This design comes from an exercise in tuning for a short achievable clock period and few clock cycles per item on the open sky130 flow, not from production work. Only simulation tests tie the RTL to the original design; equivalence was not proved. The clock port is modelled as an ideal driver; clocking choices that lean on that would not hold on a real chip. Power is estimated from default activity; no workload was simulated.

==> wip/umber <==
Design wav12_compressor, start of the top module:
module wav12_compressor (
    input  wire        clk,
    input  wire        rst,
    input  wire        start,
    input  wire [3:0]  cfg_shift,
    input  wire [15:0] cfg_nsamples,
    output wire        idle,
    output wire        done,
    input  wire        in_valid,
    input  wire [15:0] in_sample,
    output wire        in_ready,
    output wire        out_valid,
    output wire [7:0]  out_data,
    output wire        out_last,
    input  wire        out_ready
);
    reg        idle_q, done_q, in_ready_q, start_q;
    reg [15:0] rem;          
    reg [15:0] shift_oh;     
    wire go      = start & idle_q;
    wire take    = in_valid & in_ready_q;
    wire cfg_nz  = |cfg_nsamples;
    reg        take_q;
    wire rem_is0 = take_q ? (rem == 16'd1) : (rem == 16'd0);
    wire rem_is1 = take_q ? (rem == 16'd2) : (rem == 16'd1);
    wire [30:0] in_x = {{15{in_sample[15]}}, in_sample};
    reg  [15:0] xq;
    integer b;
    always @* begin
  ...
clock: 10.0 ns
lec_check: 0
cap_margin: 20
core_margin: 2
core_utilization: 55
place_density: 0.7
slew_margin: 20
standard.sh (not shown) runs the stock make flow with config.mk's settings and CLKGATE_MAP_FILE= SYNTH_SCRIPT=/design/flow/synth_recipe.tcl, a recipe that flattens the netlist after the stock synthesis.
==> flow/flow/run.sh <==
#!/bin/bash
set -euo pipefail
K=("SETUP_SLACK_MARGIN=7.6" "BUFFER_PORTS_ARGS=-buffer_cell sky130_fd_sc_hd__buf_4")
RES=orfs/results/$FLOW_PLATFORM/wav12_compressor/base
bash standard.sh "${K[@]}" cts > standard_cts.log 2>&1
RES=$RES openroad -no_init -exit flow/rmroot.tcl > rmroot.log 2>&1
if [[ -f $RES/4_cts.odb.new ]]; then
  cp $RES/4_cts.odb.new $RES/4_1_cts.odb
  sleep 1
  mv $RES/4_cts.odb.new $RES/4_cts.odb
  touch $RES/4_cts.sdc
fi
bash standard.sh "${K[@]}" finish > standard_finish.log 2>&1
==> flow/flow/rmroot.tcl <==
set res $::env(RES)
read_db $res/4_cts.odb
set block [ord::get_db_block]
set port_net [$block findNet clk]
set root ""
foreach it [$port_net getITerms] {
  set inst [$it getInst]
  if {[string match "clkbuf_0_*" [$inst getName]]} { set root $inst }
}
if {$root eq ""} { puts "no root buffer"; exit 0 }
set out_net [[$root findITerm X] getNet]
set loads {}
foreach it [$out_net getITerms] {
  if {[$it getInst] ne $root} { lappend loads $it }
}
set n_port [llength [$port_net getITerms]]
puts "root [$root getName] drives [llength $loads] pins; port drives $n_port pins"
if {[llength $loads] + $n_port - 1 > 4} { puts "too many loads, keeping the root"; exit 0 }
foreach it $loads {
  $it disconnect
  $it connect $port_net
}
[$root findITerm A] disconnect
odb::dbInst_destroy $root
odb::dbNet_destroy $out_net
$port_net setSigType CLOCK
puts "port now drives [llength [$port_net getITerms]] pins"
write_db $res/4_cts.odb.new
==> wip/quartz (differences from wip/umber) <==
==> flow/design.v (replaced) <==
module wav12_compressor (
    input  wire        clk,
    input  wire        rst,
    input  wire        start,
    input  wire [3:0]  cfg_shift,
    input  wire [15:0] cfg_nsamples,
    output wire        idle,
    output wire        done,
    input  wire        in_valid,
    input  wire [15:0] in_sample,
    output wire        in_ready,
    output wire        out_valid,
    output wire [7:0]  out_data,
    output wire        out_last,
    input  wire        out_ready
);
    reg        idle_q, done_q, in_ready_q, start_q, stall_q;
    reg [15:0] rem;          
    reg [15:0] shift_oh;     
    wire go      = start & idle_q;
    wire take    = in_valid & in_ready_q;
    wire cfg_nz  = |cfg_nsamples;
    reg        take_q;
    wire rem_is0 = take_q ? (rem == 16'd1) : (rem == 16'd0);
    wire rem_is1 = take_q ? (rem == 16'd2) : (rem == 16'd1);
    wire adv     = ~stall_q;
    wire [30:0] in_x = {{15{in_sample[15]}}, in_sample};
    reg  [15:0] xq;
    integer b;
    always @* begin
        for (b = 0; b < 16; b = b + 1)
            xq[b] = |(shift_oh & in_x[b +: 16]);
    end
    reg        v0, l0;
    reg [15:0] x0;
    wire       v0_hold = v0 & stall_q;
    wire       v0_next = take | v0_hold;
    always @(posedge clk) begin
        if (!v0_hold) begin
            x0 <= xq;
            l0 <= rem_is1;
        end
        if (rst) v0 <= 1'b0;
        else     v0 <= v0_next;
    end
    reg        v1, l1;
    reg signed [15:0] x1;
    reg signed [17:0] x1_3;          
    wire signed [17:0] x0w = $signed(x0);
    always @(posedge clk) begin
        if (adv) begin
            x1   <= $signed(x0);
            x1_3 <= x0w + (x0w <<< 1);
            l1   <= l0;
        end
        if (rst)      v1 <= 1'b0;
        else if (adv) v1 <= v0;
    end
    reg signed [15:0] p1;            
    reg signed [19:0] g;             
    reg signed [19:0] h;             
    wire signed [19:0] xw    = x1;
    wire signed [19:0] x3w   = x1_3;
    wire signed [19:0] p1w   = p1;
    wire signed [19:0] e_pos = xw - g;
    wire signed [19:0] e_neg = g - xw;
    wire signed [19:0] g_nx  = x3w + h;
    wire signed [19:0] h_nx  = p1w - x3w;
    reg        v2, l2, neg2;
    reg [19:0] ep2, en2;             
    reg [15:0] x2;
    always @(posedge clk) begin
        if (start_q) begin
            p1 <= 16'sd0;
            g  <= 20'sd0;
            h  <= 20'sd0;
        end else if (adv & v1) begin
            p1 <= x1;
            g  <= g_nx;
            h  <= h_nx;
        end
        if (adv) begin
            ep2  <= e_pos;
            en2  <= e_neg;
            neg2 <= e_pos[19];
            x2   <= x1;
            l2   <= l1;
        end
        if (rst)      v2 <= 1'b0;
        else if (adv) v2 <= v1;
    end
    wire [19:0] ad2 = neg2 ? en2 : ep2;     
    reg  [2:0] pos_acc;
    reg [15:0] sel;
    integer i;
    always @* begin
        sel[0] = |ad2[19:15];
        for (i = 2; i <= 15; i = i + 1)
            sel[i] = ad2[i-1] & ~(|(ad2[19:0] >> i));
        sel[1] = ~(|ad2[19:1]);
    end
    reg [3:0] code_c;
    reg [4:0] sh_c;
    reg [1:0] nf_c;
    reg [2:0] nb_c, pos_c;
    reg [4:0] t_w;
    integer j;
    always @* begin
        code_c = 4'd0; sh_c = 5'd0; nf_c = 2'd0; nb_c = 3'd0; pos_c = 3'd0;
        for (j = 0; j <= 15; j = j + 1) begin
            t_w = {2'b00, pos_acc} + ((j == 0) ? 5'd20 : 5'd5 + j[4:0]);
            if (sel[j]) begin
                code_c = code_c | (j[3:0] - 4'd1);
                sh_c   = sh_c | (5'd27 - j[4:0] - {2'b00, pos_acc});
                nf_c   = nf_c | t_w[4:3];
                nb_c   = nb_c | ({1'b0, t_w[4:3]} + {2'b00, l2 & (t_w[2:0] != 3'd0)});
                pos_c  = pos_c | t_w[2:0];
            end
        end
    end
    wire esc_c = sel[0];
    reg        v3, l3, neg3, esc3;
    reg [14:0] mag3;
    reg [15:0] x3;
    reg [3:0]  code3;
    reg [4:0]  sh3;          
    reg [2:0]  pos3;
    reg [1:0]  nf3;          
    reg [2:0]  nb3;          
    always @(posedge clk) begin
        if (adv) begin
            mag3  <= ad2[14:0];
            neg3  <= neg2;
            esc3  <= esc_c;
            x3    <= x2;
            code3 <= code_c;
            sh3   <= sh_c;
            pos3  <= pos_acc;
            nf3   <= nf_c;
            nb3   <= nb_c;
            l3    <= l2;
        end
        if (start_q)
            pos_acc <= 3'd0;
        else if (adv & v2)
            pos_acc <= pos_c;
        if (rst)      v3 <= 1'b0;
        else if (adv) v3 <= v2;
    end
    reg  [7:0]  carry;
    wire [31:0] head_n = {code3, ~neg3, 27'd0} >> pos3;
    wire [31:0] mag_n  = {17'd0, mag3} << sh3;
    wire [31:0] unit_e = {4'hF, x3, 12'd0} >> pos3;
    wire [31:0] al4    = esc3 ? unit_e : (head_n | mag_n);
    wire [31:0] m4     = al4 | {carry, 24'd0};
    reg  [7:0]  part4;
    always @* begin
        case (nf3)
            2'd0: part4 = m4[31:24];
            2'd1: part4 = m4[23:16];
            2'd2: part4 = m4[15:8];
            default: part4 = m4[7:0];
        endcase
    end
    reg        v4, l4;
    reg [31:0] m4q;
    reg [2:0]  nb4;
    always @(posedge clk) begin
        if (adv) begin
            m4q <= m4;
            nb4 <= nb3;
            l4  <= l3;
        end
        if (start_q)
            carry <= 8'd0;
        else if (adv & v3)
            carry <= part4;
        if (rst) v4 <= 1'b0;
        else     v4 <= adv & v3;
    end
    reg [7:0] fdata [0:15];
    reg       flast [0:15];
    reg [3:0] wptr, rptr, rptr1;     
    reg [4:0] count;
    wire [2:0] wn = v4 ? nb4 : 3'd0;           
    integer k;
    always @(posedge clk) begin
        for (k = 0; k < 16; k = k + 1) begin : wr
            reg [3:0] rel;
            rel = k[3:0] - wptr;
            if (rel < {1'b0, wn}) begin
                case (rel[1:0])
                    2'd0: fdata[k] <= m4q[31:24];
                    2'd1: fdata[k] <= m4q[23:16];
                    2'd2: fdata[k] <= m4q[15:8];
                    default: fdata[k] <= m4q[7:0];
                endcase
                flast[k] <= l4 & (rel[2:0] == nb4 - 3'd1);
            end
        end
    end
    reg       ov_q, ol_q;
    reg [7:0] od_q;
    wire       xfer    = ov_q & out_ready;
    wire       cnt_is0 = (count == 5'd0);
    wire       cnt_is1 = (count == 5'd1);
    wire [4:0] cnt_add = count + {2'b00, wn};
    wire [4:0] cnt_sub = cnt_add - 5'd1;
    wire [7:0] hd0 = cnt_is0 ? m4q[31:24] : fdata[rptr];
    wire       hl0 = cnt_is0 ? (l4 & (nb4 == 3'd1)) : flast[rptr];
    wire [7:0] hd1 = cnt_is1 ? m4q[31:24] : fdata[rptr1];
    wire       hl1 = cnt_is1 ? (l4 & (nb4 == 3'd1)) : flast[rptr1];
    always @(posedge clk) begin
        od_q <= xfer ? hd1 : hd0;
        ol_q <= xfer ? hl1 : hl0;
        if (rst) begin
            ov_q  <= 1'b0;
            rptr  <= 4'd0;
            rptr1 <= 4'd1;
            wptr  <= 4'd0;
            count <= 5'd0;
        end else begin
            ov_q  <= xfer ? (cnt_sub != 5'd0) : (cnt_add != 5'd0);
            rptr  <= xfer ? rptr1 : rptr;
            rptr1 <= xfer ? rptr1 + 4'd1 : rptr1;
            wptr  <= wptr + {1'b0, wn};
            count <= xfer ? cnt_sub : cnt_add;
        end
    end
    wire stall_next = cnt_add > 5'd8;
    wire last_out  = xfer & ol_q;
    wire done_next = last_out | (go & ~cfg_nz);
    wire rdy_take  = ~rem_is0 & ~rem_is1 & ~stall_next;
    wire rdy_idle  = ~rem_is0 & (~v0_hold | ~stall_next);
    always @(posedge clk) begin
        if (idle_q) begin
            rem     <= cfg_nsamples;
            shift_oh <= 16'd1 << cfg_shift;
        end else if (take_q) begin
            rem     <= rem - 16'd1;
        end
        if (rst) begin
            idle_q     <= 1'b1;
            done_q     <= 1'b0;
            in_ready_q <= 1'b0;
            start_q    <= 1'b0;
            stall_q    <= 1'b0;
            take_q     <= 1'b0;
        end else begin
            take_q  <= take;
            done_q  <= done_next;
            start_q <= go;
            stall_q <= stall_next;
            if (go)             idle_q <= ~cfg_nz;
            else if (last_out)  idle_q <= 1'b1;
            if (idle_q)
                in_ready_q <= go & cfg_nz;
            else
                in_ready_q <= take ? rdy_take : rdy_idle;
        end
    end
    assign idle      = idle_q;
    assign done      = done_q;
    assign in_ready  = in_ready_q;
    assign out_valid = ov_q;
    assign out_data  = od_q;
    assign out_last  = ol_q;
endmodule
==> flow/flow/run.sh (replaced) <==
#!/bin/bash
set -euo pipefail
K=("SETUP_SLACK_MARGIN=7.4" "BUFFER_PORTS_ARGS=-buffer_cell sky130_fd_sc_hd__buf_4")
RES=orfs/results/$FLOW_PLATFORM/wav12_compressor/base
bash standard.sh "${K[@]}" cts > standard_cts.log 2>&1
RES=$RES openroad -no_init -exit flow/rmroot.tcl > rmroot.log 2>&1
if [[ -f $RES/4_cts.odb.new ]]; then
  cp $RES/4_cts.odb.new $RES/4_1_cts.odb
  sleep 1
  mv $RES/4_cts.odb.new $RES/4_cts.odb
  touch $RES/4_cts.sdc
fi
bash standard.sh "${K[@]}" finish > standard_finish.log 2>&1
CORE_UTILIZATION = 40   (was 55)
PLACE_DENSITY = 0.6   (was 0.7)
==> notes <==
Of wip/quartz and wip/umber, wip/umber has the higher non-clock buffer count (gap 152).
Against wip/quartz, the worst setup slack of wip/umber is lower by 0.70 ns.
In wip/umber the sequential share of layout area is lower than in wip/quartz, by 0.92 points.
In wip/umber the clock power is larger than in wip/quartz, by about 27%.
In wip/umber the die area is lower than in wip/quartz, by 18%.
Between wip/umber and wip/quartz, the lower first-iteration DRC count is in wip/quartz (gap 60%, measured against wip/quartz).
==> figures <==
quantity	wip/umber	wip/quartz
Detailed Route Iter0 Violations	4349	2721
Critical Path Start	nb4[0]$_DFF_P_	od_q[2]$_DFF_P_
Layout buffer count excluding clock buffers	426	274
Final instance count without filler cells	4321	3992
Cell Area, Placed	0.03445 sq mm	0.03045 sq mm
Status	finished clean	finished clean
Xor-xnor portion of the synthesized cell area	3.536%	3.258%
Die Area	0.06090 sq mm	0.07408 sq mm
Count of distinct cell types in the synthesized netlist	87	78
Met2 Usage GRT	63.95%	39.24%
Terminus of the critical flop-to-flop path	in_ready_q$_SDFF_PP0_	ep2[4]$_DFFE_PN_
Area of the core	0.05803 sq mm	0.07136 sq mm
Reg-to-reg setup timing slack	6.35 ns	7.20 ns
Testbench counts of wip/umber, summed over its fixed seeds: cycles 76,996, samples 57,887.
Testbench counts of wip/quartz, summed over its fixed seeds: cycles 77,004, samples 57,887.

==> port drivers added, routing unchanged <==
The flow's constraints put no driver on any port. The routed layouts listed below were extracted and timed again, unchanged, in two steps.
Step 1 (the two cells are an assumption about what drives the block):
set clk [get_ports {clk}]
set_driving_cell -lib_cell sky130_fd_sc_hd__clkbuf_16 $clk
set_driving_cell -lib_cell sky130_fd_sc_hd__buf_2 [delete_from_list [all_inputs] $clk]
Step 2 times the ports against the registers' clock, not the clock port: input delays grow and output delays shrink by t, the midpoint of the rising clock arrivals with the driver on.
Three values: ideal ports, drivers, drivers and shift; two values: the first two.
| run | shift t [ns] | setup slack, ns | cell pins on the clock port's net |
|---|---|---|---|
| wip/umber | 0.671 | 6.351 / 6.351 / 6.351 | 1 |
| wip/quartz | 0.552 | 7.052 / 6.932 / 6.929 | 4 |
After both steps setup and hold are still met in every run listed. For wip/quartz, which loses most, drivers alone change the setup slack by -0.120 ns; drivers and shift together by -0.123 ns.
